Context: an optimization exercise on an open-source flow, tuned for a short achievable clock period. The choices shown serve that exercise and are no tape-out recipe. Only the layout flow was run in this run; the RTL was not checked for function there. Power figures rest on the tool's default switching activity, not on a simulated workload.

$ cat flow/run.sh
#!/bin/bash
# synth_recipe.tcl (not shown) runs the flow's synth.tcl, then flattens the netlist and writes it again
# the make line also repeats each setting of config.mk as NAME=value (left out here)
make -C /OpenROAD-flow-scripts/flow DESIGN_CONFIG=/design/flow/config.mk WORK_HOME=/design/flow/orfs CLKGATE_MAP_FILE= SYNTH_SCRIPT=/design/flow/synth_recipe.tcl finish
$ cat flow/config.mk
export PLATFORM = sky130hd
export DESIGN_NAME = sport_frame_decoder
export DESIGN_NICKNAME = sport_frame_decoder
export VERILOG_FILES = /design/flow/design.v
export SDC_FILE = /design/flow/constraint.sdc
export NUM_CORES = 4
export LEC_CHECK = 0
export CAP_MARGIN = 20
export CORE_MARGIN = 2
export CORE_UTILIZATION = 45
export SETUP_SLACK_MARGIN = 3.2
export SLEW_MARGIN = 20
export SYNTH_HIERARCHICAL = 1
$ cat flow/constraint.sdc
create_clock -name core_clock -period 6.0 [get_ports {clk}]
set_input_delay 1.2000 -clock core_clock [delete_from_list [all_inputs] [get_ports {clk}]]
set_output_delay 1.2000 -clock core_clock [all_outputs]
set_load 0.01 [all_outputs]
$ cat flow/design.v
module sport_frame_decoder (
    input  wire        clk,
    input  wire        rst,         
    input  wire        in_valid,
    input  wire [7:0]  in_data,
    output wire        frame_valid,
    output wire [71:0] frame_data,
    output wire        evt_valid,
    output wire [3:0]  evt_kind,
    output wire [31:0] evt_value
);
    localparam [7:0] START     = 8'h7E;
    localparam [7:0] ESC       = 8'h7D;
    localparam [7:0] ESC_XOR   = 8'h20;
    localparam [7:0] DEVICE_ID = 8'h1B;
    localparam [7:0] FRAME_TYPE= 8'h10;
    reg       s_idle, s_pay, s_esc;
    reg [3:0] cur;
    reg       p8, e8;
    reg [63:0] fb;
    reg       acc_q;
    reg [3:0] kind_q;
    wire step   = in_valid && !rst;
    wire is_esc = (in_data == ESC);
    wire wr     = step && (s_esc || (s_pay && !is_esc));
    wire [7:0] wdata = s_esc ? (in_data ^ ESC_XOR) : in_data;
    wire [3:0] cur_next = cur + 4'd1;
    always @(posedge clk) begin
        if (rst) begin
            s_idle <= 1'b1;
            s_pay  <= 1'b0;
            s_esc  <= 1'b0;
            cur    <= 4'd0;
            p8     <= 1'b0;
            e8     <= 1'b0;
        end else if (in_valid) begin
            if (s_idle) begin
                if (in_data == START) begin
                    s_idle <= 1'b0;
                    s_pay  <= 1'b1;
                    cur    <= 4'd0;
                end
            end else if (s_pay) begin
                if (is_esc) begin
                    s_pay <= 1'b0;
                    s_esc <= 1'b1;
                    e8    <= p8;
                    p8    <= 1'b0;
                end else begin
                    cur    <= cur_next;
                    s_idle <= p8;
                    s_pay  <= !p8;
                    p8     <= (cur == 4'd7);
                    e8     <= 1'b0;
                end
            end else if (s_esc) begin
                cur    <= cur_next;
                s_idle <= e8;
                s_esc  <= 1'b0;
                s_pay  <= !e8;
                p8     <= (cur == 4'd7);
                e8     <= 1'b0;
            end
        end
    end
    always @(posedge clk) begin
        if (wr)
            fb <= {wdata, fb[63:8]};
    end
    wire [7:0]  device_id    = fb[15:8];
    wire [7:0]  frame_type   = fb[23:16];
    wire [15:0] data_type_id = fb[39:24];
    reg       known;
    reg [3:0] kind;
    always @(*) begin
        known = 1'b1;
        kind  = 4'd0;
        case (data_type_id)
            16'h0600: kind = 4'd0;    
            16'h0800: kind = 4'd1;    
            16'h0210: kind = 4'd2;    
            16'h0910: kind = 4'd3;    
            16'h0200: kind = 4'd4;    
            16'h0840: kind = 4'd5;    
            16'hF101: kind = 4'd6;    
            16'h0400: kind = 4'd7;    
            16'h0410: kind = 4'd8;    
            16'h0100: kind = 4'd9;    
            16'h0820: kind = 4'd10;   
            16'h0420: kind = 4'd11;   
            16'h0830: kind = 4'd12;   
            16'h0430: kind = 4'd13;   
            16'h0440: kind = 4'd14;   
            16'h0110: kind = 4'd15;   
            default:  known = 1'b0;
        endcase
    end
    always @(posedge clk) begin
        if (wr && cur == 4'd7) begin
            acc_q  <= (device_id == DEVICE_ID) && (frame_type == FRAME_TYPE) && known;
            kind_q <= kind;
        end
    end
    localparam integer NA = 102;      
    localparam integer G  = 6;        
    localparam integer ND = (NA + G - 1) / G;
    wire        ep8 = e8 | p8;
    wire        e8n = ~e8;
    wire [3:0]  kv  = acc_q ? kind_q : 4'd0;
    wire [31:0] vv  = acc_q ? fb[63:32] : 32'd0;
    wire [NA-1:0] src = {vv, kv, acc_q, fb, 1'b1};
    wire [NA-1:0] zn  = ~(ep8 ? src : {NA{1'b0}});
    wire [NA-1:0] a_out;
    wire [ND-1:0] dp, dc, dvrn;
    genvar g, j;
    generate
        for (g = 0; g < ND; g = g + 1) begin : dec
            sfd_dec u_dec (
                .v(in_valid), .r(rst), .d(in_data), .e8n(e8n),
                .p(dp[g]), .c(dc[g]), .vrn(dvrn[g])
            );
        end
        for (j = 0; j < NA; j = j + 1) begin : bitg
            g_a211oi u_bit (
                .a1(dp[j / G]), .a2(dc[j / G]), .b1(dvrn[j / G]), .c1(zn[j]),
                .y(a_out[j])
            );
        end
    endgenerate
    wire       lp, lc, lvrn, x5;
    wire [7:0] dn;
    sfd_dec u_ldec (
        .v(in_valid), .r(rst), .d(in_data), .e8n(e8n),
        .p(lp), .c(lc), .vrn(lvrn)
    );
    generate
        for (j = 0; j < 8; j = j + 1) begin : lastg
            if (j == 5) begin : fl
                g_xor2  u_x (.a(in_data[j]), .b(e8), .y(x5));
                g_nand2 u_n (.a(x5), .b(ep8), .y(dn[j]));
            end else begin : pl
                g_nand2 u_n (.a(in_data[j]), .b(ep8), .y(dn[j]));
            end
            g_a211oi u_bit (
                .a1(lp), .a2(lc), .b1(lvrn), .c1(dn[j]), .y(frame_data[64 + j])
            );
        end
    endgenerate
    assign frame_valid       = a_out[0];
    assign frame_data[63:0]  = a_out[64:1];
    assign evt_valid         = a_out[65];
    assign evt_kind          = a_out[69:66];
    assign evt_value         = a_out[101:70];
endmodule
module sfd_dec (
    input  wire       v,
    input  wire       r,
    input  wire [7:0] d,
    input  wire       e8n,
    output wire       p,
    output wire       c,
    output wire       vrn
);
    wire a, b;
    g_nand3  u_a   (.a(d[0]), .b(d[2]), .c(d[3]), .y(a));
    g_nand4  u_b   (.a(d[4]), .b(d[5]), .c(d[6]), .d(e8n), .y(b));
    g_nor2   u_p   (.a(a), .b(b), .y(p));
    g_nor2   u_c   (.a(d[1]), .b(d[7]), .y(c));
    g_vrn    u_vr  (.v(v), .r(r), .y(vrn));
endmodule
module g_vrn (
    input  wire v,
    input  wire r,
    output wire y
);
    assign y = ~(v & ~r);
endmodule
module g_nand4 (
    input  wire a,
    input  wire b,
    input  wire c,
    input  wire d,
    output wire y
);
    assign y = ~(a & b & c & d);
endmodule
module g_nand2 (
    input  wire a,
    input  wire b,
    output wire y
);
    assign y = ~(a & b);
endmodule
module g_nor2 (
    input  wire a,
    input  wire b,
    output wire y
);
    assign y = ~(a | b);
endmodule
module g_nand3 (
    input  wire a,
    input  wire b,
    input  wire c,
    output wire y
);
    assign y = ~(a & b & c);
endmodule
module g_a211oi (
    input  wire a1,
    input  wire a2,
    input  wire b1,
    input  wire c1,
    output wire y
);
    assign y = ~((a1 & a2) | b1 | c1);
endmodule
module g_xor2 (
    input  wire a,
    input  wire b,
    output wire y
);
    assign y = a ^ b;
endmodule
==> Implementation_results.wiki <==
{| class="wikitable"
! Metric !! Value
|-
| Run status || finished clean
|-
| Final design instance area without fill || 0.00845 mm²
|-
| Library cells used by synthesis || between 50 and 60
|-
| Total of warnings raised by yosys || 7
|-
| Worst path buffer plus inverter count || 3
|-
| Reg-to-reg critical path startpoint || fb[34]$_DFFE_PP_
|-
| Total power divided by cell area || 160 mW/mm²
|-
| Initial DRC count || 493
|-
| Total grt overflow || 0
|-
| Layout cell share with drive strength beyond 1 || 57.6%
|-
| Worst min path class || register to register
|-
| Buffers on Ports || 120
|-
| Cell class contributing the biggest share of worst-path delay || buffers and inverters
|-
| VDD IR max || 129 µV
|-
| Transition time at the pin with the least slew margin || roughly 0.47 ns
|-
| Skew-Pair Late Insertion Delay || ~0.33 ns
|-
| Count of state elements after synthesis || 78
|-
| Min Hold Slack || 0.484 ns
|-
| Number of DRC violations after detailed routing || 0
|-
| Syn Std Cell Area || 0.00539 mm²
|-
| Number of global-route vias before repair || 5,032
|-
| Register name with the most flops || fb
|-
| Per-instance average area after synthesis || 10.3 µm²
|-
| Mapped Nets || 533
|-
| Endpoint of the most critical register-to-register path || acc_q$_DFFE_PP_
|-
| Worst hold stages || 0
|-
| Last weighted congestion value of the routability-driven placer || slightly below 0.9
|-
| Core Footprint || 0.0116 mm²
|-
| Die X || about 110 µm
|-
| Core utilization of the finished layout || around three quarters
|-
| Pre-Repair DR Iteration Count || 5
|-
| Number of vias after detailed routing || roughly 5,400
|-
| Placed standard-cell area || 0.00708 mm²
|-
| DP Worst Slack || 1.34 ns
|-
| Initial antenna violation count || 0
|-
| # IOs || 121
|-
| Worst clock skew || 0.00862 ns
|-
| Maximum achievable frequency || 0.302 GHz
|-
| # clock sinks || 78
|-
| Type of origin of the critical path || primary input
|-
| Detailed placement HPWL || 11,200 µm
|-
| Max-cap violation count || 0
|-
| Initial cell density of the core || 46.6%
|-
| Number of cell instances on the worst register-to-register path || 4
|-
| Maximum clock path buffer count || 2
|-
| Post-Synthesis Cells || 521
|-
| Max-slew violation total from the final report || 0
|-
| Post-layout worst setup margin || 2.68 ns
|-
| Avg Vias per Cell || 6.13
|-
| Setup_tns || 0 ns
|-
| Kind of capture point of the worst setup path || primary output
|-
| Clock buffer count from CTS || 9
|-
| Number of nets with antenna violations after detailed routing || 0
|-
| Number of cell rows || 39
|-
| Top library cells by usage in the layout, fill and taps aside || sky130_fd_sc_hd__buf_2, sky130_fd_sc_hd__a211oi_2, sky130_fd_sc_hd__nand2_1, sky130_fd_sc_hd__edfxtp_1
|-
| Launch instance of the worst min-delay path || fb[20]$_DFFE_PP_
|-
| TritonCTS clock tree || yes
|-
| Period minus WS final || between 3 and 4 ns
|-
| Worst slew margin relative to its limit || 68.3%
|-
| Clock transition at the registers of the reported paths || ~0.06 ns
|-
| Internal reg-to-reg setup slack || 4.22 ns
|-
| CP max stage cell || sky130_fd_sc_hd__a211oi_2
|-
| GRT Total Usage || 28.2%
|-
| Worst path required time || 4.80 ns
|-
| Die Outline Area || about 0.013 mm²
|-
| Htree depth || 3
|-
| Unrepaired setup endpoints after global routing || true
|-
| Routed length per placed instance || 22.0 µm
|-
| Flip-flop count of the largest register, all copies and words added || 64
|-
| Largest registers ranked by flip-flop count || fb x64, cur x4, kind_q x4
|-
| Maximum net fanout on the critical path || 5
|-
| Final Setup Violations || 0
|-
| Cells traversed along the worst timing path || buf_16 -> nand4_1 -> nor2_4 -> buf_6 -> a211oi_2 -> buf_2
|-
| Final number of hold-violating endpoints || 0
|-
| Layout Area Growth over Synthesis || 56.8%
|-
| Die Y-Extent || 113 µm
|-
| Period utilisation layout || 55.3%
|-
| Final wirelength || roughly 19,000 µm
|-
| Clock root buffer || sky130_fd_sc_hd__clkbuf_16
|-
| Hold path endpoint || fb[12]$_DFFE_PP_
|-
| Number of enable-type register cells in the synthesized netlist || 69
|-
| Most instantiated flip-flop cell in the synthesis netlist || sky130_fd_sc_hd__edfxtp_1
|-
| Most common cell after layout, fill and taps aside || sky130_fd_sc_hd__buf_2
|-
| Maximum number of pins on one net before global-route repair || 97
|-
| Setup Crit Path Kind || primary input to primary output
|-
| Ys async rst share || 0%
|-
| Pleak || just under 3 nW
|-
| Final Net Count || between 700 and 800
|-
| Number of antenna diodes || 0
|-
| Seq/Total Area, Yosys || 41.8%
|-
| Worst EP arrival || 2.12 ns
|-
| Critical path's largest stage delay || around 0.24 ns
|-
| First-pass GRT wire length || around 28,000 µm
|}
==> metal layers <==
layer,up-vias,wire length [µm],GRT usage (%)
met1,2621,8020,37.7
li1,2467,-,-
met4,0,441,7.15
met5,-,0,0
met2,264,9610,48.6
met3,39,1260,4.04
==> where the power goes <==
part,total (W),internal (W),switching (W)
logic,0.000207,0.000105,0.000103
registers,0.000584,0.000583,0.000000387
clock network,0.000559,0.000348,0.000211
total,0.00135,0.00104,0.000314
==> kinds of logic after synthesis <==
group / after synthesis / share of synthesized area (%)
and+or+nand+nor: 271 / 24.8
AOI/OAI and AO/OA: 136 / 29.2
DFF: 78 / 41.8
buffers and inverters: 27 / 2.69
xor gates and xnor gates: 7 / 1.14
muxes: 1 / 0.186
adders and majority gates: 1 / 0.232
==> worst max-delay path by stage <==
stage	startpoint	endpoint	slack, ns	cells after the start
5_1_grt	in_data[6]	evt_value[27]	2.67	6
3_5_place_dp	in_data[6]	frame_data[66]	1.34	5
4_1_cts	in_data[1]	frame_data[7]	2.71	7
3_3_place_gp	in_data[0]	frame_data[65]	1.37	5
2_1_floorplan	in_data[2]	fb[0]$_DFFE_PP_	2.35	4
6_report	in_data[6]	evt_value[31]	2.68	6
==> Yosys cell counts, types with 2 or more instances <==
library cell	n	area [µm²]
sky130_fd_sc_hd__nand2b_1	23	144
sky130_fd_sc_hd__clkbuf_8	2	27.5
sky130_fd_sc_hd__and4_1	2	17.5
sky130_fd_sc_hd__nand3_1	48	240
sky130_fd_sc_hd__o21ai_0	6	30.0
sky130_fd_sc_hd__clkbuf_1	9	33.8
sky130_fd_sc_hd__buf_6	2	22.5
sky130_fd_sc_hd__a21oi_1	3	15.0
sky130_fd_sc_hd__nor3b_1	4	30.0
sky130_fd_sc_hd__xor2_1	4	35.0
sky130_fd_sc_hd__buf_2	4	20.0
sky130_fd_sc_hd__xnor2_1	3	26.3
sky130_fd_sc_hd__nand2_1	94	353
sky130_fd_sc_hd__inv_1	8	30.0
sky130_fd_sc_hd__a211oi_2	110	1380
sky130_fd_sc_hd__dfxtp_1	9	180
sky130_fd_sc_hd__nand3b_1	2	15.0
sky130_fd_sc_hd__nand4_1	20	125
sky130_fd_sc_hd__nor4b_1	3	26.3
sky130_fd_sc_hd__nor3_1	4	20.0
sky130_fd_sc_hd__a32oi_1	4	35.0
sky130_fd_sc_hd__edfxtp_1	69	2070
sky130_fd_sc_hd__nor4_1	2	12.5
sky130_fd_sc_hd__or3_1	3	18.8
sky130_fd_sc_hd__nor2_1	50	188
sky130_fd_sc_hd__o21ai_1	2	10.0
==> per-module statistics from Yosys, one instance, submodules excluded, excerpt <==
module,copies in the design,flops+latches,cells
sport_frame_decoder,1,78,312
g_a211oi,110,0,1
g_xor2,1,0,1
g_nand4,18,0,1
g_vrn,18,0,1
g_nand3,18,0,1
g_nand2,8,0,1
g_nor2,36,0,1
==> area by class of cell <==
cell class	count	area, µm²
Sequential cell	78	2250
Timing Repair Buffer	218	2160
Fill cell	805	3110
Tap cell	143	179
Multi-Input combinational cell	416	3510
Inverter	8	33.8
Clock buffer	11	254
Clock inverter	5	57.6
==> per-stage QoR <==
step / instances / total power, W
finish: 879 / 0.00135
global route: 879 / 0.00139
CTS: 864 / 0.00133
detailed placement: 775 / 0.000702
global placement: 775 / 0.000699
floorplan: 521 / 0.000656
==> worst reg2reg max path, cell delays in order (launching register included) <==
cell,delay [ns]
sky130_fd_sc_hd__edfxtp_1,0.59
sky130_fd_sc_hd__or4b_4,0.61
sky130_fd_sc_hd__nor2_1,0.13
sky130_fd_sc_hd__o21ai_1,0.10
sky130_fd_sc_hd__a41oi_2,0.20
==> what timing repair did <==
item | 4_1_cts | 5_1_grt
cloned | 10 | 5
gates resized for setup | 609 | 30
hold buffers | 0 | 0
pin swaps | 98 | 50
buffers inserted | 63 | 10
endpoints found under the setup margin | 188 | 110

-- separate check: timing with driven ports --
How much do the figures lean on ideal ports? The routed layout below was timed once more, with nothing changed but the port constraints.
Step 1 (the two cells are an assumption about what drives the block):
set clk [get_ports {clk}]
set_driving_cell -lib_cell sky130_fd_sc_hd__clkbuf_16 $clk
set_driving_cell -lib_cell sky130_fd_sc_hd__buf_2 [delete_from_list [all_inputs] $clk]
Step 2 times the ports against the registers' clock, not the clock port: input delays grow and output delays shrink by t, the midpoint of the rising clock arrivals with the driver on.
a / b / c = no drivers / after step 1 / after step 2; a / b = the first two.
shift t [ns]: 0.365
slack for setup (ns): 2.684 / 2.398 / 2.398
hold WS [ns]: 0.484 / 0.484 / 0.484
slew at the worst register clock pin (ns): 0.06 / 0.06
After both steps this run still meets setup and hold. For this run, drivers alone change the setup slack by -0.286 ns; drivers and shift together by -0.286 ns.
